Source: an optimization exercise on an open RTL-to-GDS flow (aim: small area). Production flows keep margins and buffers that such runs may drop. Only simulation tests tie the RTL to the original design; equivalence was not proved. No run shown here takes its clock network from TritonCTS; it comes from the design's own scripts or RTL. The flow treats the clock pin as an ideal source. Dropping or thinning the clock tree relies on that and would not hold on a real chip. Power figures rest on the tool's default switching activity, not on a simulated workload.

===== design/flow/config.mk =====
export PLATFORM = sky130hd
export DESIGN_NAME = cpusim_core
export DESIGN_NICKNAME = cpusim_core
export VERILOG_FILES = /design/flow/design.v
export SDC_FILE = /design/flow/constraint.sdc
export NUM_CORES = 4
export LEC_CHECK = 0
export ABC_AREA = 1
export CAP_MARGIN = 20
export CORE_MARGIN = 2
export CORE_UTILIZATION = 80
export PLACE_DENSITY = 0.85
export SLEW_MARGIN = 20

===== design/flow/constraint.sdc =====
create_clock -name core_clock -period 10.0 [get_ports {clk}]
set_input_delay 2.0000 -clock core_clock [delete_from_list [all_inputs] [get_ports {clk}]]
set_output_delay 2.0000 -clock core_clock [all_outputs]
set_load 0.01 [all_outputs]

===== design/flow/design.v =====
module cpusim_alu (
    input  wire x,       
    input  wire y,       
    input  wire ci,      
    input  wire zx,      
    input  wire nx,      
    input  wire zy,      
    input  wire ny,      
    input  wire f,       
    input  wire no,      
    output wire out,     
    output wire co       
);
    wire ix = (x & ~zx) ^ nx;
    wire iy = (y & ~zy) ^ ny;
    wire s  = ix ^ iy ^ ci;
    assign co  = (ix & iy) | (ci & (ix ^ iy));
    assign out = (f ? s : (ix & iy)) ^ no;
endmodule
module cpusim_core (
    input  wire        clk,
    input  wire        rst,         
    output wire [15:0] mem_addr,
    output wire        mem_re,
    output wire        mem_we,
    output wire [15:0] mem_wdata,
    input  wire [15:0] mem_rdata
);
    reg  [4:0]  cnt;
    reg         clr;      
    reg  [31:0] a;        
    reg  [15:0] r1, r2, r3, r4, r6, r7;
    reg         c;        
    reg         z;        
    reg         ldf;      
    wire       h1   = cnt[4];
    wire [3:0] b    = cnt[3:0];
    wire       b15  = (b == 4'd15);
    wire [2:0] op   = r1[2:0];
    wire [2:0] t    = r1[8:6];
    wire [2:0] s    = r1[5:3];      
    wire       cp   = (op == 3'b100);
    wire       alu  = (op == 3'b101);
    wire at16  = (cnt == 5'd16) & ~clr;
    wire ldcap = at16 & (op == 3'b001);
    wire [15:0] r1_d = ((cnt == 5'd0) | ldcap) ? mem_rdata : r1;
    wire r1_bit = r1_d[b];
    wire alu_o, alu_co;
    cpusim_alu u_alu (
        .x  (r2[0]),
        .y  (r3[0]),
        .ci (c),
        .zx (r1_d[11]),
        .nx (r1_d[10]),
        .zy (r1_d[9]),
        .ny (r1_d[8]),
        .f  (r1_d[7]),
        .no (r1_d[6]),
        .out(alu_o),
        .co (alu_co)
    );
    wire alu_en = ~h1 & (r1_d[2:0] == 3'b101);
    wire taken  = (s != 3'd0) & (r1[13] == z) & (r1[12] == alu_o);
    wire r0_inc = a[16] ^ c;
    reg src;
    always @(*) begin
        case (s)
            3'd0: src = r0_inc;
            3'd1: src = r1_bit;
            3'd2: src = r2[0];
            3'd3: src = r3[0];
            3'd4: src = r4[0];
            3'd5: src = a[0];
            3'd6: src = r6[0];
            default: src = r7[0];
        endcase
    end
    wire act  = h1 & ~clr & ~ldf;       
    wire cpw  = act & cp;
    wire wr0  = act & ((cp & (t == 3'd0)) | (alu & z));
    wire wr2  = cpw & (t == 3'd2);
    wire wr3  = cpw & (t == 3'd3);
    wire wr4  = cpw & (t == 3'd4);
    wire wr5  = cpw & (t == 3'd5);
    wire wr6  = cpw & (t == 3'd6);
    wire wr7  = cpw & (t == 3'd7);
    wire ld6  = h1 & (ldf | ldcap);
    wire win  = act & (b >= 4'd3) & (b <= 4'd10);
    wire sett = win & (op == 3'b011);   
    wire setl = win & (op == 3'b010);   
    assign mem_addr  = a[15:0];
    assign mem_wdata = r7;
    assign mem_we    = at16 & (op == 3'b000);
    assign mem_re    = ~mem_we;    
    always @(posedge clk) begin
        cnt <= rst ? 5'd0 : {cnt[4] ^ (&cnt[3:0]), cnt[3] ^ (&cnt[2:0]),
                             cnt[2] ^ (&cnt[1:0]), cnt[1] ^ cnt[0], ~cnt[0]};
        clr <= rst | (clr & (cnt != 5'd31));
        ldf <= ldcap | (ldf & ~b15);
        if (h1) c <= b15 ? 1'b0 : (a[16] & c);
        else    c <= b15 ? ~clr : alu_co;
        if (h1) z <= z | b15;
        else    z <= b15 ? taken : (z & ~alu_o);
        r1 <= r1_d;
        a[14:0]  <= a[15:1];
        a[15]    <= h1 ? (wr0 ? src : r0_inc) : a[16];
        a[30:16] <= a[31:17];
        a[31]    <= clr ? 1'b0 : (wr5 ? src : a[0]);
        r2 <= {clr ? 1'b0 : (wr2 ? src : r2[0]), r2[15:1]};
        r3 <= {clr ? 1'b0 : (wr3 ? src : r3[0]), r3[15:1]};
        r4 <= {clr ? 1'b0 : (alu_en ? alu_o : (wr4 ? src : r4[0])), r4[15:1]};
        r6 <= {clr ? 1'b0 : (ld6 ? r1_bit : (wr6 ? src : r6[0])), r6[15:1]};
        r7[15]   <= clr ? 1'b0 : (wr7 ? src : r7[0]);
        r7[14:13] <= r7[15:14];
        r7[12]   <= sett ? r1_bit : r7[13];
        r7[11:5] <= r7[12:6];
        r7[4]    <= setl ? r1_bit : r7[5];
        r7[3:0]  <= r7[4:1];
    end
endmodule

===== design/flow/flow/run.sh =====
#!/bin/bash
# Own layout flow: the standard flow (standard.sh) with
#  - synthesis as standard (same registers, same names), except that adders
#    are left to ABC (no fa/ha cells) and ABC maps for area with amap; the
#    synthesis is run once per flow/abc_*.script and the smallest result
#    (Yosys's chip area) is kept (synth_choice.log)
#  - one buf_1 on every input and output port
#  - a hand-built clock tree (flow/clock_tree.tcl, run as the PRE_CTS hook):
#    clkbuf leaves, each driving a cluster of flip-flops, the smallest tree
#    whose estimated clock-pin slew is at most 105 ps
# Each step's full output stays in orfs/logs; make's output goes to *.log here.
set -euo pipefail
here=$(pwd)
best=""
best_area=""
: > synth_choice.log
for s in "$here"/flow/abc_*.script; do
  name=$(basename "$s" .script)
  rm -rf "$here/orfs" "$here/scripts_area"
  cp -r "$FLOW_HOME/scripts" "$here/scripts_area"
  cp "$s" "$here/scripts_area/abc_area.script"
  SCRIPTS_DIR="$here/scripts_area" bash standard.sh ADDER_MAP_FILE= synth > "synth_$name.log" 2>&1
  area=$(sed -n "s/.*Chip area for module.*: *\([0-9.]*\).*/\1/p" "$here/orfs/reports/sky130hd/cpusim_core/base/synth_stat.txt" | head -1)
  echo "$name $area" >> synth_choice.log
  if [[ -z "$best" ]] || awk -v a="$area" -v b="$best_area" 'BEGIN { exit !(a < b) }'; then
    best="$name"
    best_area="$area"
    rm -rf "$here/orfs_best"
    mv "$here/orfs" "$here/orfs_best"
  fi
done
rm -rf "$here/orfs" "$here/scripts_area"
mv "$here/orfs_best" "$here/orfs"
echo "kept $best $best_area" >> synth_choice.log
export BUFFER_PORTS_ARGS="-buffer_cell sky130_fd_sc_hd__buf_1"
export PRE_CTS_TCL="$here/flow/clock_tree.tcl"
bash standard.sh finish > layout.log 2>&1

===== design/flow/flow/abc_am5.script =====
strash
ifraig
dc2
dch -f
amap -F 3 -m
topo
stime -c

===== design/flow/flow/abc_p.script =====
strash
ifraig
dc2
dch -f
amap -F 3
topo
stime -c

===== design/flow/flow/abc_s14.script =====
strash
ifraig
dc2
dch -f
amap -F 3
topo
stime -c

===== design/flow/flow/abc_s15.script =====
strash
ifraig
dc2
dch -f
amap -m -F 3
topo
stime -c

===== design/flow/flow/abc_s3.script =====
strash
dch -f
amap -m -F 3
topo
stime -c

===== design/flow/flow/abc_t2.script =====
strash
dch -f
amap -m -F 5
topo
stime -c

===== design/flow/flow/clock_tree.tcl =====
set ::ct_limit 0.105
set cb4  sky130_fd_sc_hd__clkbuf_4
set cb8  sky130_fd_sc_hd__clkbuf_8
set cb16 sky130_fd_sc_hd__clkbuf_16
# {leaves leaf-cell root-cell}, by area
set ::ct_candidates [list \
  [list 11 $cb4 $cb4] [list 11 $cb4 $cb8] [list 4 $cb16 {}] [list 12 $cb4 $cb4] \
  [list 12 $cb4 $cb8] [list 13 $cb4 $cb4] [list 7 $cb8 $cb8] [list 13 $cb4 $cb8] \
  [list 14 $cb4 $cb4] [list 14 $cb4 $cb8] [list 8 $cb8 $cb8] [list 15 $cb4 $cb8] \
  [list 16 $cb4 $cb8]]
set ::block [ord::get_db_block]
set ::clknet [[$::block findBTerm clk] getNet]
set ::sinks {}
foreach it [$::clknet getITerms] { lappend ::sinks $it }
set ::pts {}
foreach it $::sinks {
  set b [[$it getInst] getBBox]
  lappend ::pts [list [expr {([$b xMin] + [$b xMax]) / 2.0}] [expr {([$b yMin] + [$b yMax]) / 2.0}]]
}

proc ct_clusters {pts n order} {
  # initial centres spread along x, y or a diagonal, by order
  switch $order {
    0 { set keys [lmap p $pts {expr {int([lindex $p 0])}}] }
    1 { set keys [lmap p $pts {expr {int([lindex $p 1])}}] }
    2 { set keys [lmap p $pts {expr {int([lindex $p 0] + [lindex $p 1])}}] }
    default { set keys [lmap p $pts {expr {int([lindex $p 0] - [lindex $p 1])}}] }
  }
  set idx [lsort -integer -indices -increasing $keys]
  set cent {}
  for {set k 0} {$k < $n} {incr k} {
    lappend cent [lindex $pts [lindex $idx [expr {int(($k + 0.5) * [llength $pts] / $n)}]]]
  }
  set cap [expr {int(ceil(double([llength $pts]) / $n))}]
  for {set iter 0} {$iter < 30} {incr iter} {
    set pairs {}
    set i 0
    foreach p $pts {
      for {set k 0} {$k < $n} {incr k} {
        set c [lindex $cent $k]
        lappend pairs [list [expr {abs([lindex $p 0] - [lindex $c 0]) + abs([lindex $p 1] - [lindex $c 1])}] $i $k]
      }
      incr i
    }
    set asg [lrepeat [llength $pts] -1]
    set fill [lrepeat $n 0]
    foreach pr [lsort -real -index 0 $pairs] {
      lassign $pr d i k
      if {[lindex $asg $i] >= 0 || [lindex $fill $k] >= $cap} continue
      lset asg $i $k
      lset fill $k [expr {[lindex $fill $k] + 1}]
    }
    set new {}
    for {set k 0} {$k < $n} {incr k} {
      set sx 0.0; set sy 0.0; set m 0
      foreach p $pts a $asg { if {$a == $k} { set sx [expr {$sx + [lindex $p 0]}]; set sy [expr {$sy + [lindex $p 1]}]; incr m } }
      if {$m} { lappend new [list [expr {$sx / $m}] [expr {$sy / $m}]] } else { lappend new [lindex $cent $k] }
    }
    set cent $new
  }
  return [list $cent $asg]
}

proc ct_place {inst xy} {
  $inst setLocation [expr {int([lindex $xy 0])}] [expr {int([lindex $xy 1])}]
  $inst setPlacementStatus PLACED
}

proc ct_build {n ct_leaf ct_root order} {
  global block clknet sinks pts
  lassign [ct_clusters $pts $n $order] cent asg
  set rnet $clknet
  if {$ct_root ne ""} {
    set rinst [odb::dbInst_create $block [[ord::get_db] findMaster $ct_root] clkbuf_hand_root]
    set rnet [odb::dbNet_create $block clknet_hand_root]
    $rnet setSigType CLOCK
    [$rinst findITerm A] connect $clknet
    [$rinst findITerm X] connect $rnet
    set sx 0.0; set sy 0.0
    foreach c $cent { set sx [expr {$sx + [lindex $c 0]}]; set sy [expr {$sy + [lindex $c 1]}] }
    ct_place $rinst [list [expr {$sx / $n}] [expr {$sy / $n}]]
  }
  set master [[ord::get_db] findMaster $ct_leaf]
  for {set k 0} {$k < $n} {incr k} {
    set inst [odb::dbInst_create $block $master "clkbuf_hand_$k"]
    set net [odb::dbNet_create $block "clknet_hand_$k"]
    $net setSigType CLOCK
    [$inst findITerm A] connect $rnet
    [$inst findITerm X] connect $net
    foreach it $sinks a $asg { if {$a == $k} { $it disconnect; $it connect $net } }
    ct_place $inst [lindex $cent $k]
  }
}

proc ct_unbuild {n ct_root} {
  global block clknet sinks
  foreach it $sinks { $it disconnect; $it connect $clknet }
  for {set k 0} {$k < $n} {incr k} {
    odb::dbInst_destroy [$block findInst "clkbuf_hand_$k"]
    odb::dbNet_destroy [$block findNet "clknet_hand_$k"]
  }
  if {$ct_root ne ""} {
    odb::dbInst_destroy [$block findInst clkbuf_hand_root]
    odb::dbNet_destroy [$block findNet clknet_hand_root]
  }
}

proc ct_worst_slew {} {
  set_propagated_clock [all_clocks]
  estimate_parasitics -placement
  set worst 0.0
  foreach pin [all_registers -clock_pins] {
    foreach e {rise fall} {
      set s [get_property $pin slew_max_$e]
      if {$s > $worst} { set worst $s }
    }
  }
  unset_propagated_clock [all_clocks]
  return $worst
}

proc ct_choose {} {
  set last [lindex $::ct_candidates end]
  foreach cand $::ct_candidates {
    lassign $cand n leaf root
    # four clusterings, seeded along x, y and the two diagonals; keep the best
    set best_w 1e9
    set best_o 0
    for {set o 0} {$o < 4} {incr o} {
      ct_build $n $leaf $root $o
      set w [ct_worst_slew]
      ct_unbuild $n $root
      if {$w < $best_w} { set best_w $w; set best_o $o }
    }
    puts "clock tree: $n $leaf leaves under [expr {$root eq {} ? {the clock port} : $root}], estimated worst clock-pin slew [format %.1f [expr {$best_w * 1000}]] ps"
    if {$best_w <= $::ct_limit || $cand eq $last} break
  }
  ct_build $n $leaf $root $best_o
  puts "clock tree: kept $n $leaf leaves (clustering $best_o)"
}
ct_choose

# the tree is built; make CTS's own command a no-op
rename ::clock_tree_synthesis {}
proc ::clock_tree_synthesis {args} { puts "clock_tree_synthesis skipped: hand-built tree" }

===== design/flow/standard.sh =====
#!/bin/bash
# synth_recipe.tcl (not shown) runs the flow's synth.tcl, then flattens the netlist and writes it again
# the make line also repeats each setting of config.mk as NAME=value (left out here)
make -C /OpenROAD-flow-scripts/flow DESIGN_CONFIG=/design/flow/config.mk WORK_HOME=/design/flow/orfs CLKGATE_MAP_FILE= SYNTH_SCRIPT=/design/flow/synth_recipe.tcl "${@:-finish}"

==> insert_results.sql, run 1 <==
INSERT INTO impl_metrics (metric_group, metric, value, unit) VALUES
('route', 'drt-pass1-iter-count', '5', ''),
('yosys', 'synth_edf_count', '0', ''),
('yosys', 'post_synth_most_frequent_cells', 'sky130_fd_sc_hd__dfxtp_1, sky130_fd_sc_hd__nor2_1, sky130_fd_sc_hd__clkinv_1', ''),
('clocking', 'number_of_hold_buffers_added_after_cts', '0', ''),
('yosys', 'synth-async-reset-ratio', '0', ''),
('sta', 'hold_viol', '0', ''),
('cells_and_area', 'layout-area-overhead-vs-synth', '7.10', '%'),
('power_and_ir_drop', 'power_leakage', '1.48', 'nW'),
('sta', 'rsz0062_at_grt', 'false', ''),
('yosys', 'synth_ff_type', 'sky130_fd_sc_hd__dfxtp_1', ''),
('yosys', 'yosys_warnings', '1', ''),
('route', 'met2WireLength', '4.38', 'mm'),
('worst_setup_path', 'worst_ep_required_time', '10.38', 'ns'),
('power_and_ir_drop', 'combinationalPowerShare', '0.100', ''),
('floorplanning', 'die_height', '72.0', 'µm'),
('worst_hold_path', 'hold_path.class', 'reg -> reg', ''),
('worst_setup_path', 'startpoint_class_of_the_critical_path', 'register', ''),
('yosys', 'ys_seq_elements', '137', ''),
('route', 'route.layer.met1.wl', '3.02', 'mm'),
('clocking', 'cts_resized', '0', ''),
('route', 'wl_met3', '835', 'µm'),
('route', 'drc', '0', ''),
('yosys', 'syn_avg_cell_area', '11.9', 'µm²'),
('global_routing', 'first_pass_grt_wire_length', '13.4', 'mm'),
('power_and_ir_drop', 'power.density_cell_area', '225', 'nW/µm²'),
('route', 'detailroute.via_count', '2696', ''),
('power_and_ir_drop', 'ir_worst_vdd', '0.000182', 'V'),
('global_routing', 'grt_overflow', '0', ''),
('yosys', 'count_leader_synth', 'sky130_fd_sc_hd__dfxtp_1', ''),
('route', 'ant_nets', '0', ''),
('worst_setup_path', 'critical_path_peak_fanout', '23', ''),
('worst_hold_path', 'hold-path-cell-count', '0', ''),
('power_and_ir_drop', 'intPower', '0.658', 'mW'),
('floorplanning', 'dieArea', '5180', 'µm²'),
('route', 'wl_per_cell', '21.6', 'µm'),
('floorplanning', 'core-area', '4410', 'µm²'),
('global_routing', 'grt.total_usage', '0.342', ''),
('global_routing', 'antenna_found_initial', '0', ''),
('sta', 'timing.clock.skew', '0.0225', 'ns'),
('placement', 'numPortBuffers', '51', ''),
('power_and_ir_drop', 'seq_power_share', '0.649', ''),
('worst_setup_path', 'critical-path-top-cell-by-count', 'sky130_fd_sc_hd__nor2_1', ''),
('floorplanning', 'floorplan.rows', '24', ''),
('route', 'initialDrtViolationCount', '224', ''),
('status', 'run_status', 'finished clean', ''),
('yosys', 'synth.top_cells.by_area', 'sky130_fd_sc_hd__dfxtp_1, sky130_fd_sc_hd__buf_4, sky130_fd_sc_hd__nor2_1', ''),
('worst_hold_path', 'hold_path_startpoint', 'a[22]', ''),
('sta', 'fin_crit', '5.01', 'ns'),
('power_and_ir_drop', 'swShare', '0.264', ''),
('placement', 'place.gp.congestion', '0.894', ''),
('cells_and_area', 'layout-drive-gt1-share', '0.0470', ''),
('worst_setup_path', 'worst_setup_path_end_kind', 'register', ''),
('sta', 'finalCritPeriodShare', '0.501', ''),
('placement', 'dp.cells', '399', ''),
('sta', 'slew_violations', '0', ''),
('floorplanning', 'top_level_ports', '52', ''),
('worst_setup_path', 'worst_setup_path_startpoint', 'cnt[0]', ''),
('route', 'highest_layer', 'met4', ''),
('sta', 'fin_tns_setup', '0', 'ns'),
('cells_and_area', 'antenna_cells_inserted', '0', ''),
('flow_run', 'drv.max_cap_violation_count', '0', ''),
('sta', 'final_setup_violation_count', '0', ''),
('sta', 'fmaxAchievable', '0.200', 'GHz'),
('yosys', 'synth.top_cell.area_share', '0.741', ''),
('sta', 'max-slew-margin-rel', '0.531', ''),
('clocking', 'clkTransAtPathRegs', '0.10', 'ns'),
('sta', 'worst-slew-pin-transition', '0.698', 'ns'),
('route', 'detail_route.wirelength', '8.95', 'mm'),
('yosys', 'yosysTopAreaCell', 'sky130_fd_sc_hd__dfxtp_1', ''),
('cells_and_area', 'layout.cells.non_filler', '414', ''),
('yosys', 'fraction_of_the_yosys_area_taken_by_sequential_cells', '0.741', '');
==> cells by family (layout without fill, tap and decap cells) <==
| logic type | count (synthesis) | in the layout | share of synthesized area |
|---|---|---|---|
| flops | 137 | 137 | 0.741 |
| simple gates | 65 | 65 | 0.0802 |
| buf+inv | 43 | 94 | 0.0599 |
| mux | 1 | 1 | 0.00304 |
| compound gates | 65 | 65 | 0.116 |
==> area by class of cell <==
type | count | area, µm²
Sequential cell | 137 | 2740
Multi-Input combinational cell | 131 | 742
Fill cell | 174 | 452
Timing Repair Buffer | 52 | 199
Buffer | 15 | 113
Inverter | 27 | 101
Tap cell | 52 | 65.1
==> metal layers <==
metal,up-vias,track usage
met5,-,0
met2,217,0.613
li1,1159,-
met3,89,0.0694
met1,1231,0.368
met4,0,0.212
==> sequential cells by signal (all words and copies together), names as in the netlist, 5 cells and up <==
register,cells
a,32
cnt,5
r1,16
r2,16
r3,16
r4,16
r6,16
r7,16
==> power groups by stage <==
stage	Clock [mW]	Sequential (mW)	Combinational, mW
final	0.224	0.579	0.0894
after global placement	0	0.588	0.0713
after floorplan	0	0.584	0.0563
after CTS	0.165	0.590	0.0846
after global routing	0.243	0.580	0.0955
after detailed placement	0	0.589	0.0824
==> layout by cell type, fill, tap and decap left out, drive strengths merged, types with 2 or more instances in the layout <==
cell	netlist	final
o221ai	2	2
nor2	30	30
a222oi	4	4
clkinv	27	27
dfxtp	137	137
a32oi	3	3
nand2	9	9
a31oi	4	4
a211oi	2	2
o22a	7	7
clkbuf	0	15
o22ai	8	8
nor4	9	9
o21ai	11	11
nand4	2	2
nand3	3	3
nor3	7	7
a21oi	19	19
buf	16	52
==> worst paths after layout <==
check                               to  slack (ns)
worst max-delay path            r6[15]        4.99
worst min-delay path             a[21]        0.32
worst max register to register  r6[15]        4.99
worst min register to register   a[21]        0.32
==> through the flow <==
step | power, mW | setup slack, ns | area (µm²) | util | hold slack, ns
2_1_floorplan | 0.640 | 5.84 | 3700 | - | 0.310
3_3_place_gp | 0.659 | 5.44 | 3840 | 0.871 | 0.311
3_5_place_dp | 0.671 | 4.90 | 3840 | 0.871 | 0.312
4_1_cts | 0.840 | 4.84 | 3960 | 0.896 | 0.312
5_1_grt | 0.919 | 4.75 | 3960 | 0.898 | 0.337
6_report | 0.893 | 4.99 | 3960 | 0.898 | 0.321
==> run 2, diff against run 1 <==
--- a/design/flow/design.v
+++ b/design/flow/design.v
@@ -42,5 +42,5 @@
     wire       cp   = (op == 3'b100);
     wire       alu  = (op == 3'b101);
-    wire at16  = (cnt == 5'd16) & ~clr;
+    wire at16  = (cnt == 5'd16);
     wire ldcap = at16 & (op == 3'b001);
     wire [15:0] r1_d = ((cnt == 5'd0) | ldcap) ? mem_rdata : r1;
@@ -61,5 +61,5 @@
     );
     wire alu_en = ~h1 & (r1_d[2:0] == 3'b101);
-    wire taken  = (s != 3'd0) & (r1[13] == z) & (r1[12] == alu_o);
+    wire taken  = alu & (r1[13] == z) & (r1[12] == alu_o);
     wire r0_inc = a[16] ^ c;
     reg src;
@@ -78,5 +78,5 @@
     wire act  = h1 & ~clr & ~ldf;       
     wire cpw  = act & cp;
-    wire wr0  = act & ((cp & (t == 3'd0)) | (alu & z));
+    wire wr0  = act & ((cp & (t == 3'd0)) | z);    
     wire wr2  = cpw & (t == 3'd2);
     wire wr3  = cpw & (t == 3'd3);
@@ -85,5 +85,5 @@
     wire wr6  = cpw & (t == 3'd6);
     wire wr7  = cpw & (t == 3'd7);
-    wire ld6  = h1 & (ldf | ldcap);
+    wire ld6  = ldf | ldcap;           
     wire win  = act & (b >= 4'd3) & (b <= 4'd10);
     wire sett = win & (op == 3'b011);   
@@ -91,5 +91,5 @@
     assign mem_addr  = a[15:0];
     assign mem_wdata = r7;
-    assign mem_we    = at16 & (op == 3'b000);
+    assign mem_we    = at16 & ~clr & (op == 3'b000);
     assign mem_re    = ~mem_we;    
     always @(posedge clk) begin
--- a/design/flow/flow/clock_tree.tcl
+++ b/design/flow/flow/clock_tree.tcl
@@ -5,7 +5,6 @@
 # {leaves leaf-cell root-cell}, by area
 set ::ct_candidates [list \
-  [list 11 $cb4 $cb4] [list 11 $cb4 $cb8] [list 4 $cb16 {}] [list 12 $cb4 $cb4] \
-  [list 12 $cb4 $cb8] [list 13 $cb4 $cb4] [list 7 $cb8 $cb8] [list 13 $cb4 $cb8] \
-  [list 14 $cb4 $cb4] [list 14 $cb4 $cb8] [list 8 $cb8 $cb8] [list 15 $cb4 $cb8] \
+  [list 11 $cb4 $cb8] [list 4 $cb16 {}] [list 12 $cb4 $cb8] [list 7 $cb8 $cb8] \
+  [list 13 $cb4 $cb8] [list 14 $cb4 $cb8] [list 8 $cb8 $cb8] [list 15 $cb4 $cb8] \
   [list 16 $cb4 $cb8]]
 set ::block [ord::get_db_block]
==> run 2 against run 1 <==
  * Synthesized cell count decreased by 0.96%
  * Hold slack better by 0.0087 ns
  * Critical path depth shrank 5
  * Register-to-register slack gained 0.54 ns
  * Design area is 0.47% lower
  * Via count down 6.2%
  * Still clean
  * Sequential power about the same
  * Power is 1.7% lower
==> insert_results.sql, run 2 <==
INSERT INTO impl_metrics (metric_group, metric, value, unit) VALUES
('worst_setup_path', 'worst_setup_path_end_kind', 'register', ''),
('cells_and_area', 'layout-drive-gt1-share', '0.0446', ''),
('power_and_ir_drop', 'power.density_cell_area', '223', 'nW/µm²'),
('cells_and_area', 'layout-area-overhead-vs-synth', '7.14', '%'),
('cells_and_area', 'n_fill_cell', '182', ''),
('sta', 'rsz0062_at_grt', 'false', ''),
('cells_and_area', 'layout.cells.non_filler', '411', ''),
('yosys', 'synthesis.nets', '326', ''),
('sta', 'worst-slew-pin-transition', '0.683', 'ns'),
('yosys', 'synth_mux_area_frac', '0.00306', ''),
('global_routing', 'grt.total_usage', '0.298', ''),
('sta', 'slew_violations', '0', ''),
('yosys', 'post_synth_most_frequent_cells', 'sky130_fd_sc_hd__dfxtp_1, sky130_fd_sc_hd__nor2_1, sky130_fd_sc_hd__clkinv_1', ''),
('yosys', 'post_synth_and_or_nand_nor_area_fraction', '0.0704', ''),
('placement', 'place.gp.congestion', '0.890', ''),
('sta', 'max-slew-margin-rel', '0.539', ''),
('cells_and_area', 'largest_register', 'a', ''),
('global_routing', 'grt_use_met2', '0.520', ''),
('worst_setup_path', 'criticalPathCategory', 'in -> reg', ''),
('worst_setup_path', 'critPathMaxStageDelay', '0.56', 'ns'),
('yosys', 'synth_ff_type', 'sky130_fd_sc_hd__dfxtp_1', ''),
('clocking', 'cts_setup_buffers', '0', ''),
('global_routing', 'globalRouteMet3Util', '0.0520', ''),
('floorplanning', 'floorplan.rows', '24', ''),
('placement', 'dpl.hpwl', '5.40', 'mm'),
('worst_setup_path', 'startpoint_class_of_the_critical_path', 'input pin', ''),
('global_routing', 'grt_overflow', '0', ''),
('worst_setup_path', 'crit_chain', 'buf_1 > o22ai_1 > clkinv_1 > a222oi_1 > nand3_1 > a31oi_1 > clkinv_1 > a21oi_1 > o22ai_1 > a41oi_1 > nand2_1 > a21oi_1 > nor2_1', ''),
('floorplanning', 'top_level_ports', '52', ''),
('yosys', 'synth_cells', '308', ''),
('yosys', 'ys_seq_elements', '137', ''),
('cells_and_area', 'max_ffs_per_register', '32', ''),
('yosys', 'synth.top_cell.area_share', '0.745', ''),
('worst_hold_path', 'hold_path.class', 'reg -> reg', ''),
('placement', 'numPortBuffers', '51', ''),
('route', 'drc', '0', ''),
('floorplanning', 'core-area', '4380', 'µm²'),
('global_routing', 'vias_in_the_first_global_route', '2397', ''),
('route', 'detail_route.wirelength', '7.51', 'mm'),
('yosys', 'count_leader_synth', 'sky130_fd_sc_hd__dfxtp_1', ''),
('sta', 'final_setup_violation_count', '0', ''),
('sta', 'fin_tns_setup', '0', 'ns'),
('yosys', 'post_synth_num_cell_types', '28', ''),
('worst_setup_path', 'critical-path-slowest-cell', 'sky130_fd_sc_hd__a41oi_1', ''),
('floorplanning', 'die_height', '71.8', 'µm'),
('cells_and_area', 'layout_common_cells', 'sky130_fd_sc_hd__dfxtp_1, sky130_fd_sc_hd__buf_1, sky130_fd_sc_hd__nor2_1', ''),
('yosys', 'synth_top_family_by_area', 'compound AO/OA/AOI/OAI gates', ''),
('yosys', 'synth_fa_ha_area_frac', '0', ''),
('global_routing', 'grt_max_degree', '20', ''),
('sta', 'finalCritPeriodShare', '0.453', ''),
('cells_and_area', 'antenna_cells_inserted', '0', ''),
('clocking', 'cts_resized', '0', ''),
('yosys', 'syn_avg_cell_area', '12.0', 'µm²'),
('route', 'drt-pass1-iter-count', '5', ''),
('worst_setup_path', 'path_buf_inv', '3', ''),
('cells_and_area', 'layout.core_utilization', '0.900', ''),
('worst_setup_path', 'critical_path_peak_fanout', '7', ''),
('global_routing', 'grt.met1_usage', '0.375', ''),
('flow_run', 'drv.max_cap_violation_count', '0', ''),
('yosys', 'synth_area', '3680', 'µm²'),
('clocking', 'clkTransAtPathRegs', '0.10', 'ns'),
('yosys', 'fraction_of_the_yosys_area_taken_by_sequential_cells', '0.745', ''),
('worst_setup_path', 'worst_ep_required_time', '10.29', 'ns'),
('yosys', 'synth-async-reset-ratio', '0', ''),
('route', 'detailroute.via_count', '2529', ''),
('floorplanning', 'dieWidth', '71.8', 'µm'),
('yosys', 'compound_gate_fraction_of_synth_area', '0.122', ''),
('yosys', 'synth_xor_xnor_area_share', '0', ''),
('yosys', 'yosysTopAreaCell', 'sky130_fd_sc_hd__dfxtp_1', ''),
('status', 'run_status', 'finished clean', ''),
('power_and_ir_drop', 'total_power', '0.878', 'mW'),
('sta', 'hold_viol', '0', ''),
('placement', 'dp_slack', '5.17', 'ns'),
('global_routing', 'globalRoute.busiestLayer', 'met2', ''),
('floorplanning', 'start_util', '0.840', ''),
('clocking', 'number_of_hold_buffers_added_after_cts', '0', ''),
('clocking', 'worst_skew_pair.late_latency', '0.40', 'ns'),
('yosys', 'yosys_warnings', '1', ''),
('sta', 'fin_crit', '4.53', 'ns'),
('route', 'wl_per_cell', '18.3', 'µm'),
('sta', 'timing.final.ws_setup', '5.47', 'ns'),
('worst_setup_path', 'worst-endpoint-arrival', '4.82', 'ns'),
('route', 'initialDrtViolationCount', '294', ''),
('power_and_ir_drop', 'ir_worst_vdd', '0.000160', 'V'),
('sta', 'timing.clock.skew', '0.0195', 'ns'),
('sta', 'fmaxAchievable', '0.221', 'GHz'),
('yosys', 'synth.top_cells.by_area', 'sky130_fd_sc_hd__dfxtp_1, sky130_fd_sc_hd__buf_4, sky130_fd_sc_hd__nor2_1', ''),
('floorplanning', 'dieArea', '5160', 'µm²'),
('worst_setup_path', 'path_delay_family', 'compound AO/OA/AOI/OAI gates', ''),
('yosys', 'synth_edf_count', '0', ''),
('placement', 'dp.cells', '396', ''),
('power_and_ir_drop', 'power_leakage', '1.48', 'nW'),
('route', 'via_per_inst', '6.15', ''),
('global_routing', 'first_pass_grt_wire_length', '11.8', 'mm'),
('cells_and_area', 'num-nets-final', '379', ''),
('global_routing', 'antenna_found_initial', '0', ''),
('cells_and_area', 'mostFrequentLayoutCell', 'sky130_fd_sc_hd__dfxtp_1', ''),
('route', 'ant_nets', '0', '');
## run 2: changes by cell type after synthesis, sizes merged, moves of 2 or more
cell	delta
nor4	-6
nor3	+2
nor2	-3
o22ai	+4
a21oi	-2
nand2	+4
## run 2: power breakdown
part	switching [mW]	leakage (nW)	total (mW)	internal [mW]
Combinational	0.0549	0.296	0.0813	0.0265
Sequential	0.0149	1.11	0.576	0.561
Clock	0.146	0.0716	0.221	0.0743
Total	0.216	1.48	0.878	0.662
## run 2: kinds of logic (layout without fill, tap and decap cells)
| family | Yosys count | count (layout) |
|---|---|---|
| flops | 137 | 137 |
| compound gates | 68 | 68 |
| mux | 1 | 1 |
| simple gates | 60 | 60 |
| buf+inv | 42 | 93 |
## run 2: worst register-to-register path: cells and delay by family (launching register included)
kind | cells | cell delay (ns)
AOI/OAI and AO/OA | 9 | 2.56
buffers and inverters | 4 | 0.90
DFF | 1 | 0.47
and+or+nand+nor | 4 | 0.44
## run 2: metrics by stage
step	instance area (µm²)	hold slack, ns
after floorplan	3680	0.310
after global placement	3820	0.311
after detailed placement	3820	0.312
after CTS	3940	0.312
after global routing	3940	0.332
final	3940	0.330
## run 2: cell type report
type                            count  area, µm²  area share
Timing Repair Buffer               52        199      0.0504
Multi-Input combinational cell    129        721       0.183
Tap cell                           52       65.1      0.0165
Buffer                             15        119      0.0301
Sequential cell                   137       2740       0.695
Inverter                           26       97.6      0.0247
## run 2: path summary, 6_finish.rpt
kind	slack [ns]	end	cells after the start	startpoint
hold / removal	0.33	r4[1]	0	r4[2]
hold reg to reg	0.33	r4[1]	0	r4[2]
setup / recovery	5.47	r6[15]	13	mem_rdata[7]
setup reg to reg	5.53	r6[15]	17	cnt[2]
## run 2: per-layer routing
metal	vias to the layer above	wire [µm]
li1	1148	-
met1	1146	2880
met2	187	3630
met3	48	670
met4	0	325
met5	-	0
==> run 3, diff against run 2 <==
--- a/design/flow/flow/run.sh
+++ b/design/flow/flow/run.sh
@@ -8,5 +8,5 @@
 #  - a hand-built clock tree (flow/clock_tree.tcl, run as the PRE_CTS hook):
 #    clkbuf leaves, each driving a cluster of flip-flops, the smallest tree
-#    whose estimated clock-pin slew is at most 105 ps
+#    whose estimated clock-pin slew is at most 110 ps
 # Each step's full output stays in orfs/logs; make's output goes to *.log here.
 set -euo pipefail
--- a/design/flow/flow/clock_tree.tcl
+++ b/design/flow/flow/clock_tree.tcl
@@ -1,3 +1,3 @@
-set ::ct_limit 0.105
+set ::ct_limit 0.110
 set cb4  sky130_fd_sc_hd__clkbuf_4
 set cb8  sky130_fd_sc_hd__clkbuf_8
==> run 3 against run 2 <==
  * Still clean on timing, DRC and antenna
  * Hold slack improved by 0.0032 ns
  * Die area did not move
  * Setup slack improved by 0.023 ns
  * Largest cell class unchanged
  * Largest power group unchanged
  * Highest routed layer unchanged
==> insert_results.sql, run 3 <==
INSERT INTO impl_metrics (metric_group, metric, value, unit) VALUES
('power_and_ir_drop', 'swShare', '0.253', ''),
('route', 'via_per_inst', '6.34', ''),
('yosys', 'synthesis.nets', '326', ''),
('yosys', 'post_synth_num_cell_types', '28', ''),
('sta', 'slew_violations', '0', ''),
('route', 'drt-pass1-iter-count', '5', ''),
('route', 'drc', '0', ''),
('worst_setup_path', 'critical-path-slowest-cell', 'sky130_fd_sc_hd__a41oi_1', ''),
('route', 'initialDrtViolationCount', '334', ''),
('power_and_ir_drop', 'seq_power_share', '0.654', ''),
('worst_setup_path', 'ff2ff_setup_slack', '5.58', 'ns'),
('yosys', 'post_synth_most_frequent_cells', 'sky130_fd_sc_hd__dfxtp_1, sky130_fd_sc_hd__nor2_1, sky130_fd_sc_hd__clkinv_1', ''),
('cells_and_area', 'layout-drive-gt1-share', '0.0256', ''),
('cells_and_area', 'mostFrequentLayoutCell', 'sky130_fd_sc_hd__dfxtp_1', ''),
('yosys', 'yosysTopAreaCell', 'sky130_fd_sc_hd__dfxtp_1', ''),
('worst_setup_path', 'crit_chain', 'buf_1 > o22ai_1 > clkinv_1 > a222oi_1 > nand3_1 > a31oi_1 > clkinv_1 > a21oi_1 > o22ai_1 > a41oi_1 > nand2_1 > a21oi_1 > nor2_1', ''),
('yosys', 'synth-async-reset-ratio', '0', ''),
('route', 'detail_route.wirelength', '8.85', 'mm'),
('yosys', 'synth_cells', '308', ''),
('global_routing', 'grt_max_degree', '21', ''),
('cells_and_area', 'layout.cells.non_filler', '404', ''),
('clocking', 'cts_setup_buffers', '0', ''),
('floorplanning', 'floorplan.rows', '24', ''),
('yosys', 'yosys_warnings', '1', ''),
('clocking', 'cts_resized', '0', ''),
('floorplanning', 'start_util', '0.840', ''),
('sta', 'fin_crit', '4.51', 'ns'),
('global_routing', 'antenna_found_initial', '0', ''),
('yosys', 'count_leader_synth', 'sky130_fd_sc_hd__dfxtp_1', ''),
('sta', 'hold_viol', '0', ''),
('flow_run', 'drv.max_cap_violation_count', '0', ''),
('worst_setup_path', 'worst_ep_required_time', '10.26', 'ns'),
('worst_hold_path', 'hold_path.class', 'reg -> reg', ''),
('floorplanning', 'die_height', '71.8', 'µm'),
('worst_setup_path', 'worst-endpoint-arrival', '4.77', 'ns'),
('cells_and_area', 'largest_register', 'a', ''),
('worst_setup_path', 'critPathMaxStageDelay', '0.54', 'ns'),
('sta', 'final_setup_violation_count', '0', ''),
('placement', 'dp_slack', '5.17', 'ns'),
('global_routing', 'grt.total_usage', '0.352', ''),
('route', 'wl_per_cell', '21.9', 'µm'),
('worst_setup_path', 'path_delay_family', 'compound AO/OA/AOI/OAI gates', ''),
('placement', 'place.gp.congestion', '0.890', ''),
('sta', 'timing.final.ws_setup', '5.49', 'ns'),
('global_routing', 'grt_overflow', '0', ''),
('sta', 'finalCritPeriodShare', '0.451', ''),
('floorplanning', 'dieWidth', '71.8', 'µm'),
('sta', 'timing.clock.skew', '0.0103', 'ns'),
('power_and_ir_drop', 'power.density_cell_area', '225', 'nW/µm²'),
('clocking', 'worst_skew_pair.late_latency', '0.37', 'ns'),
('global_routing', 'vias_in_the_first_global_route', '2559', ''),
('clocking', 'clkTransAtPathRegs', '0.12', 'ns'),
('yosys', 'fraction_of_the_yosys_area_taken_by_sequential_cells', '0.745', ''),
('cells_and_area', 'layout-area-overhead-vs-synth', '6.90', '%'),
('worst_setup_path', 'critical_path_peak_fanout', '7', ''),
('cells_and_area', 'layout.core_utilization', '0.898', ''),
('floorplanning', 'top_level_ports', '52', ''),
('power_and_ir_drop', 'ir_worst_vdd', '0.000156', 'V'),
('worst_setup_path', 'worst_setup_path_end_kind', 'register', ''),
('yosys', 'synth_ff_type', 'sky130_fd_sc_hd__dfxtp_1', ''),
('yosys', 'synth.top_cell.area_share', '0.745', ''),
('sta', 'worst-slew-pin-transition', '0.680', 'ns'),
('sta', 'fmaxAchievable', '0.222', 'GHz'),
('cells_and_area', 'antenna_cells_inserted', '0', ''),
('placement', 'numPortBuffers', '51', ''),
('power_and_ir_drop', 'total_power', '0.884', 'mW'),
('cells_and_area', 'max_ffs_per_register', '32', ''),
('status', 'run_status', 'finished clean', ''),
('floorplanning', 'core-area', '4380', 'µm²'),
('sta', 'rsz0062_at_grt', 'false', ''),
('sta', 'max-slew-margin-rel', '0.541', ''),
('cells_and_area', 'layout_common_cells', 'sky130_fd_sc_hd__dfxtp_1, sky130_fd_sc_hd__buf_1, sky130_fd_sc_hd__nor2_1', ''),
('yosys', 'synth_edf_count', '0', ''),
('worst_setup_path', 'criticalPathCategory', 'in -> reg', ''),
('route', 'detailroute.via_count', '2561', ''),
('yosys', 'syn_avg_cell_area', '12.0', 'µm²'),
('yosys', 'synth_area', '3680', 'µm²'),
('placement', 'dpl.hpwl', '5.40', 'mm'),
('worst_setup_path', 'path_buf_inv', '3', ''),
('global_routing', 'first_pass_grt_wire_length', '13.6', 'mm'),
('power_and_ir_drop', 'switching_pwr', '0.223', 'mW'),
('route', 'ant_nets', '0', ''),
('power_and_ir_drop', 'combinationalPowerShare', '0.096', ''),
('cells_and_area', 'num-nets-final', '372', ''),
('clocking', 'number_of_hold_buffers_added_after_cts', '0', ''),
('sta', 'fin_tns_setup', '0', 'ns'),
('placement', 'dp.cells', '396', ''),
('yosys', 'ys_seq_elements', '137', ''),
('floorplanning', 'dieArea', '5160', 'µm²'),
('power_and_ir_drop', 'intPower', '0.661', 'mW'),
('yosys', 'synth.top_cells.by_area', 'sky130_fd_sc_hd__dfxtp_1, sky130_fd_sc_hd__buf_4, sky130_fd_sc_hd__nor2_1', ''),
('power_and_ir_drop', 'power_leakage', '1.46', 'nW'),
('worst_setup_path', 'startpoint_class_of_the_critical_path', 'input pin', ''),
('power_and_ir_drop', 'pwr-share-clk', '0.249', '');
==> run 3: cell counts after synthesis <==
No cell type changed its count.
==> run 3: routing by layer <==
metal  GRT usage  routed length (µm)  up-vias
met5           0                   0        -
met4       0.193                 614        0
met3      0.0436                 721       57
met2       0.626                4320      178
met1       0.412                3200     1196
li1            -                   -     1130
==> run 3: through the flow <==
step | instance area (µm²) | hold WS, ns
2_1_floorplan | 3680 | 0.310
3_3_place_gp | 3820 | 0.311
3_5_place_dp | 3820 | 0.312
5_1_grt | 3940 | 0.332
4_1_cts | 3940 | 0.312
6_report | 3940 | 0.333
==> run 3: power groups by stage <==
stage | combinational [mW] | sequential, mW | clock (mW)
global placement | 0.0691 | 0.586 | 0
floorplan | 0.0545 | 0.583 | 0
global route | 0.0902 | 0.580 | 0.236
CTS | 0.0820 | 0.590 | 0.166
detailed placement | 0.0773 | 0.587 | 0
finish | 0.0852 | 0.578 | 0.221
==> run 3: cells by family after synthesis <==
logic type / share of synthesized area
flip-flops: 0.745
AO/OA/AOI/OAI: 0.122
multiplexers: 0.00306
AND/OR/NAND/NOR: 0.0704
buffers and inverters: 0.0591
==> run 3: final timing paths <==
kind	start	endpoint	cells after the start
setup / recovery	mem_rdata[7]	r6[15]	13
hold / removal	r6[5]	r6[4]	0
setup reg to reg	cnt[4]	r6[15]	15
hold reg to reg	r6[5]	r6[4]	0
==> run 3: cell type report <==
type	instances	area, µm²
multi-input combinational	129	721
tap	52	65.1
fill	166	449
buffer	8	110
sequential	137	2740
inverter	26	97.6
timing repair buffer	52	199
==> run 3: worst register-to-register path, cell delays in order, from the launching register on <==
cell and delay (ns):
sky130_fd_sc_hd__dfxtp_1 0.47, sky130_fd_sc_hd__clkinv_1 0.29, sky130_fd_sc_hd__o21ai_1 0.27, sky130_fd_sc_hd__clkinv_1 0.41
sky130_fd_sc_hd__o22ai_1 0.43, sky130_fd_sc_hd__clkinv_1 0.13, sky130_fd_sc_hd__a222oi_1 0.34, sky130_fd_sc_hd__a221oi_1 0.14
sky130_fd_sc_hd__a31oi_1 0.45, sky130_fd_sc_hd__clkinv_1 0.18, sky130_fd_sc_hd__a21oi_1 0.17, sky130_fd_sc_hd__o22ai_1 0.09
sky130_fd_sc_hd__a41oi_1 0.54, sky130_fd_sc_hd__nand2_1 0.16, sky130_fd_sc_hd__a21oi_1 0.18, sky130_fd_sc_hd__nor2_1 0.05
==> run 4, diff against run 3 <==
--- a/design/flow/design.v
+++ b/design/flow/design.v
@@ -33,5 +33,4 @@
     reg         c;        
     reg         z;        
-    reg         ldf;      
     wire       h1   = cnt[4];
     wire [3:0] b    = cnt[3:0];
@@ -44,4 +43,5 @@
     wire at16  = (cnt == 5'd16);
     wire ldcap = at16 & (op == 3'b001);
+    wire ldf   = h1 & z & ~r1[0];      
     wire [15:0] r1_d = ((cnt == 5'd0) | ldcap) ? mem_rdata : r1;
     wire r1_bit = r1_d[b];
@@ -85,5 +85,5 @@
     wire wr6  = cpw & (t == 3'd6);
     wire wr7  = cpw & (t == 3'd7);
-    wire ld6  = ldf | ldcap;           
+    wire ld6  = ldf | ldcap;
     wire win  = act & (b >= 4'd3) & (b <= 4'd10);
     wire sett = win & (op == 3'b011);   
@@ -97,10 +97,9 @@
                              cnt[2] ^ (&cnt[1:0]), cnt[1] ^ cnt[0], ~cnt[0]};
         clr <= rst | (clr & (cnt != 5'd31));
-        ldf <= ldcap | (ldf & ~b15);
         if (h1) c <= b15 ? 1'b0 : (a[16] & c);
         else    c <= b15 ? ~clr : alu_co;
-        if (h1) z <= z | b15;
+        if (h1) z <= z | b15 | ldcap;
         else    z <= b15 ? taken : (z & ~alu_o);
-        r1 <= r1_d;
+        r1 <= {r1_d[15:1], r1_d[0] & ~ldcap};
         a[14:0]  <= a[15:1];
         a[15]    <= h1 ? (wr0 ? src : r0_inc) : a[16];
==> run 4 against run 3 <==
  * Utilization shrank 0.14 points
  * Fmax shrank 14%
  * Sequential power shrank 1%
  * Sequential cell count shrank 1
  * Critical endpoint unchanged
  * Still clean on timing, DRC and antenna
  * Global-route usage shrank 3.4 points
  * Largest power group unchanged
==> insert_results.sql, run 4 <==
INSERT INTO impl_metrics (metric_group, metric, value, unit) VALUES
('yosys', 'synth_top_family_by_area', 'compound AO/OA/AOI/OAI gates', ''),
('status', 'run_status', 'finished clean', ''),
('placement', 'dpl.hpwl', '5.13', 'mm'),
('global_routing', 'grt_use_met2', '0.568', ''),
('worst_setup_path', 'ff2ff_setup_slack', '4.78', 'ns'),
('yosys', 'post_synth_num_cell_types', '27', ''),
('power_and_ir_drop', 'swShare', '0.247', ''),
('yosys', 'synth_xor_xnor_area_share', '0', ''),
('global_routing', 'grt.total_usage', '0.317', ''),
('floorplanning', 'core-area', '4380', 'µm²'),
('global_routing', 'first_pass_grt_wire_length', '12.5', 'mm'),
('global_routing', 'globalRouteMet3Util', '0.0478', ''),
('sta', 'final_setup_violation_count', '0', ''),
('flow_run', 'drv.max_cap_violation_count', '0', ''),
('worst_setup_path', 'criticalPathCategory', 'reg -> reg', ''),
('worst_setup_path', 'critical_path_peak_fanout', '21', ''),
('power_and_ir_drop', 'pwr-share-clk', '0.252', ''),
('sta', 'fin_crit', '5.22', 'ns'),
('route', 'detailroute.via_count', '2448', ''),
('yosys', 'fraction_of_the_yosys_area_taken_by_sequential_cells', '0.741', ''),
('power_and_ir_drop', 'combinationalPowerShare', '0.091', ''),
('route', 'via_per_inst', '6.03', ''),
('power_and_ir_drop', 'seq_power_share', '0.657', '');
run 4: cell types whose count changed in the layout (fill, tap and decap cells not counted), sizes merged, moves of 2 or more:
cell / delta
a21oi: +2
a31oi: -3
nor4: +2
nor3: +2
o21ai: +2
nor2: +2
or4: +2
nand2: -3
run 4: final cells by class:
type                       count  area, µm²
buffer                         8        110
multi-input combinational    132        738
inverter                      27        101
tap                           52       65.1
fill                         179        455
sequential                   136       2720
timing repair buffer          51        191
run 4: through the flow:
step | hold WS, ns | worst slack (ns) | power, mW | instances | utilization
floorplan | 0.310 | 5.74 | 0.633 | 311 | -
global placement | 0.310 | 5.19 | 0.652 | 398 | 0.871
detailed placement | 0.312 | 4.96 | 0.657 | 398 | 0.871
CTS | 0.312 | 4.97 | 0.826 | 406 | 0.896
global route | 0.337 | 4.30 | 0.899 | 406 | 0.896
finish | 0.331 | 4.78 | 0.871 | 406 | 0.896
run 4: per-layer routing:
metal / up-vias / share of wire
li1: 1138 / -
met1: 1124 / 0.37
met2: 151 / 0.51
met3: 35 / 0.080
met4: 0 / 0.040
met5: - / 0
run 4: power by group through the flow:
stage	Sequential [mW]	Clock (mW)	Combinational, mW
global route	0.573	0.239	0.0869
global placement	0.581	0	0.0708
CTS	0.584	0.165	0.0766
detailed placement	0.583	0	0.0747
floorplan	0.578	0	0.0548
finish	0.572	0.220	0.0793
run 4: critical path: stages (launching register included):
cell                       delay, ns
sky130_fd_sc_hd__dfxtp_1        0.43
sky130_fd_sc_hd__clkinv_1       0.22
sky130_fd_sc_hd__nand4_1        0.17
sky130_fd_sc_hd__nor4_1         0.11
sky130_fd_sc_hd__a41oi_2        0.77
sky130_fd_sc_hd__clkinv_1       0.56
sky130_fd_sc_hd__o22ai_1        0.42
sky130_fd_sc_hd__clkinv_1       0.18
sky130_fd_sc_hd__a222oi_1       0.41
sky130_fd_sc_hd__a32oi_1        0.12
sky130_fd_sc_hd__a21oi_1        0.46
sky130_fd_sc_hd__nor4_1         0.11
sky130_fd_sc_hd__a311oi_1       0.77
sky130_fd_sc_hd__a21oi_1        0.16
sky130_fd_sc_hd__nor2_1         0.19
sky130_fd_sc_hd__nor2_1         0.05
run 4: how the worst max path moves through the flow:
stage | start | end | slack (ns) | depth (start not counted)
2_1_floorplan | cnt[2] | r4[15] | 5.74 | 15
3_3_place_gp | cnt[2] | r6[15] | 5.19 | 15
3_5_place_dp | cnt[2] | r6[15] | 4.96 | 15
4_1_cts | cnt[2] | r6[15] | 4.97 | 15
5_1_grt | cnt[2] | r4[15] | 4.30 | 15
6_report | cnt[2] | r6[15] | 4.78 | 15
run 4: kinds of logic after synthesis:
kind of cell           count (synthesis)
DFF                                  136
muxes                                  1
buffers and inverters                 43
and+or+nand+nor                       67
AOI/OAI and AO/OA                     64

[afterwards: timing with drivers on the ports]
How much do the figures lean on ideal ports? The routed layouts below were timed once more, with nothing changed but the port constraints.
Step 1: set_driving_cell puts a clkbuf_16 on clk and a buf_2 on each other input, an assumption about the parent block.
Step 2 moves the port delays by t, midway between the first and last clock arrival at a register: inputs arrive t later, outputs are due t later. That takes back most of the time a late clock gives input paths.
Slacks: ideal / step 1 / step 2; pairs: ideal / step 1.
| run | shift t [ns] | setup WS [ns] | hold WS [ns] | slew at the worst register clock pin (ns) |
|---|---|---|---|---|
| run 1 | 0.524 | 4.988 / 4.988 / 4.988 | 0.321 / 0.321 / 0.321 | 0.12 / 0.12 |
| run 2 | 0.415 | 5.469 / 5.468 / 5.053 | 0.330 / 0.330 / 0.330 | 0.11 / 0.11 |
| run 3 | 0.391 | 5.492 / 5.489 / 5.098 | 0.333 / 0.333 / 0.333 | 0.12 / 0.12 |
| run 4 | 0.400 | 4.781 / 4.781 / 4.781 | 0.331 / 0.331 / 0.331 | 0.12 / 0.12 |
After both steps setup and hold are still met in every run listed. For run 2, which loses most, drivers alone change the setup slack by -0.001 ns; drivers and shift together by -0.416 ns.
